Context: an optimization exercise on an open-source flow, tuned for small area, a short achievable clock period and few clock cycles per item. The choices shown serve that exercise and are no tape-out recipe. No activity file was given, so power comes from the tool's default toggle rates.

## the previous run
## ams_frame_encoder
module ams_frame_encoder (
    input  wire        clk,
    input  wire        rst,
    input  wire        in_valid,
    output wire        in_ready,
    input  wire        in_clear,
    input  wire        in_stream,      
    input  wire [15:0] in_year,
    input  wire [7:0]  in_month,
    input  wire [7:0]  in_day,
    input  wire [7:0]  in_wday,
    input  wire [7:0]  in_hour,
    input  wire [7:0]  in_minute,
    input  wire [7:0]  in_second,
    input  wire [31:0] in_p,
    input  wire [31:0] in_po,
    input  wire [31:0] in_q,
    input  wire [31:0] in_qo,
    input  wire [31:0] in_i1,
    input  wire [31:0] in_i2,
    input  wire [31:0] in_i3,
    input  wire [15:0] in_u1,
    input  wire [15:0] in_u2,
    input  wire [15:0] in_u3,
    input  wire [31:0] in_tpi,
    input  wire [31:0] in_tpo,
    input  wire [31:0] in_tqi,
    input  wire [31:0] in_tqo,
    output wire        out_valid,
    input  wire        out_ready,
    output wire [7:0]  out_data,
    output wire        out_last
);
Size: ~1800 cells after synthesis, about 590 flip-flops, roughly 480 I/O pins, ~26000 sq um of cells after synthesis.
clock: 10.0 ns
lec_check: 0
cap_margin: 20
core_margin: 2
core_utilization: 40
slew_margin: 20
standard.sh (not shown) runs the stock make flow with config.mk's settings and CLKGATE_MAP_FILE= SYNTH_SCRIPT=/design/flow/synth_recipe.tcl, a recipe that flattens the netlist after the stock synthesis.
==> flow/flow/run.sh <==
#!/bin/bash
set -euo pipefail
export BUFFER_PORTS_ARGS="-buffer_cell sky130_fd_sc_hd__buf_1"
export SETUP_SLACK_MARGIN=7
bash standard.sh finish > standard_flow.log 2>&1
The previous run reached the final stage; the timing, design-rule and antenna checks on its layout passed.
For the current run, these inputs were changed with respect to the previous run:
diff --git a/flow/design.v b/flow/design.v
--- a/flow/design.v
+++ b/flow/design.v
@@ -27,48 +27,39 @@
     input  wire [31:0] in_tqi,
     input  wire [31:0] in_tqo,
     output wire        out_valid,
     input  wire        out_ready,
     output wire [7:0]  out_data,
     output wire        out_last
 );
     reg        v0, v1;
     reg [15:0] l0_y;
     reg [7:0]  l0_mo, l0_d, l0_w, l0_h, l0_mi;
-    reg [7:0]  l0_sr;
+    reg [4:0]  l0_q;
     reg [15:0] l1_y;
     reg [7:0]  l1_mo, l1_d, l1_w, l1_h;
-    reg  [4:0] l0_q;
-    reg  [7:0] l0_s;
-    reg  [8:0] l0_s9;
-    always @(posedge clk) begin
-        l0_q  <= l0_sr / 8'd10;
-        l0_s  <= {3'd0, l0_q} * 8'd10;
-        l0_s9 <= {4'd0, l0_q} * 9'd10 + 9'd9;
-    end
-    wire e0_y  = in_year == l0_y;
-    wire e1_y  = in_year == l1_y;
-    wire e0_md = {in_month, in_day} == {l0_mo, l0_d};
-    wire e1_md = {in_month, in_day} == {l1_mo, l1_d};
-    wire e0_wh = {in_wday, in_hour} == {l0_w, l0_h};
-    wire e1_wh = {in_wday, in_hour} == {l1_w, l1_h};
-    wire e0_ms = v0 && (in_minute == l0_mi) && (in_second >= l0_s) && ({1'b0, in_second} <= l0_s9);
-    wire [3:0] n_pt = in_stream ? {e1_y, e1_md, e1_wh, v1}
-                                : {e0_y, e0_md, e0_wh, e0_ms};
+    wire [4:0] sec_q = in_second / 8'd10;
+    wire [7:0] l0_s = {3'd0, l0_q} * 8'd10;
+    wire e0_a = v0 && ({in_year, in_month, in_day} == {l0_y, l0_mo, l0_d});
+    wire e1_a = v1 && ({in_year, in_month, in_day} == {l1_y, l1_mo, l1_d});
+    wire e0_b = {in_wday, in_hour, in_minute} == {l0_w, l0_h, l0_mi};
+    wire e1_b = {in_wday, in_hour} == {l1_w, l1_h};
+    wire e0_c = sec_q == l0_q;
+    wire [2:0] n_pt = in_stream ? {e1_a, e1_b, 1'b1} : {e0_a, e0_b, e0_c};
     reg       in_rdy;
     reg       ld_rdy;          
     reg       act;             
     reg       c_str, c_clr;
-    reg [3:0] c_pt;
+    reg [2:0] c_pt;
     reg       p_v;             
     reg       p_str, p_clr;
-    reg [3:0] p_pt;
+    reg [2:0] p_pt;
     wire c_dup = &c_pt;
     wire c_sgl = c_clr | c_dup;        
     wire c_sup = !c_clr & c_dup;       
     wire p_sgl = p_clr | (&p_pt);
     assign in_ready = in_rdy;
     wire accept = in_valid && in_rdy;
     wire push = act && (!out_v || out_ready);
     reg  [8:0] pos;
     wire [4:0] blk  = pos[8:4];
     wire [3:0] off  = pos[3:0];
@@ -320,21 +311,21 @@
             pos <= jump ? {blk + 5'd1, 4'd0} : pos + 9'd1;
     end
     always @(posedge clk) begin
         if (accept && !in_clear) begin
             if (in_stream) begin
                 l1_y <= in_year; l1_mo <= in_month; l1_d <= in_day;
                 l1_w <= in_wday; l1_h <= in_hour;
             end else begin
                 l0_y <= in_year; l0_mo <= in_month; l0_d <= in_day;
                 l0_w <= in_wday; l0_h <= in_hour; l0_mi <= in_minute;
-                l0_sr <= in_second;
+                l0_q <= sec_q;
             end
         end
     end
     always @(posedge clk) begin
         if (ld_rdy)
             ch <= {in_p, in_po, in_q, in_qo, in_i1, in_i2, in_i3,
                    in_u1, in_u2, in_u3, in_tpi, in_tpo, in_tqi, in_tqo};
         crc_pend <= push && cov;
         if (!act || a_done)
             crc <= 16'hFFFF;
--- outcome ---
Re synthesized cell count: the current run and the previous run aren't equal, and the higher value belongs to the current run. Diff the previous run -> the current run: number of clock-tree buffers in the layout went down 16%, design area saw a decrease. For the previous run, the classification of the worst setup path was register to register, unlike the current run, where it was input pin to register. The current run vs the previous run, clock group share of total power went down by 1.0 points. Against the previous run, the current run reports a synthesized area that is lower. NOTE average cell area after synthesis the previous run->the current run decreased by a few percent. The current run against the previous run: vertical die dimension down 0.75%; fmax down 1.9%. The post-synthesis compound-gate area fraction of the current run is higher than that of the previous run. STATUS die area: the current run wins against the previous run. Diff the previous run -> the current run | portion of total power attributed to combinational logic | decrease of 0.3 points.
No run of this note included a check of the RTL's function; only the layout flow was run.

-- static timing again, ports no longer ideal --
How much do the figures lean on ideal ports? The routed layouts below were timed once more, with nothing changed but the port constraints.
Step 1: set_driving_cell puts a clkbuf_16 on clk and a buf_2 on each other input, an assumption about the parent block.
Step 2 moves the port delays by t, midway between the first and last clock arrival at a register: inputs arrive t later, outputs are due t later. That takes back most of the time a late clock gives input paths.
a / b / c = no drivers / after step 1 / after step 2; a / b = the first two.
run	t (ns)	setup slack, ns	worst register clock-pin slew, ns	worst data-port slew with drivers (ns)
the previous run	0.679	6.695 / 6.673 / 6.141	0.06 / 0.06	0.17
the current run	0.694	6.632 / 6.622 / 5.947	0.07 / 0.07	0.17
After both steps setup and hold are still met in every run listed. For the current run, which loses most, drivers alone change the setup slack by -0.010 ns; drivers and shift together by -0.685 ns.
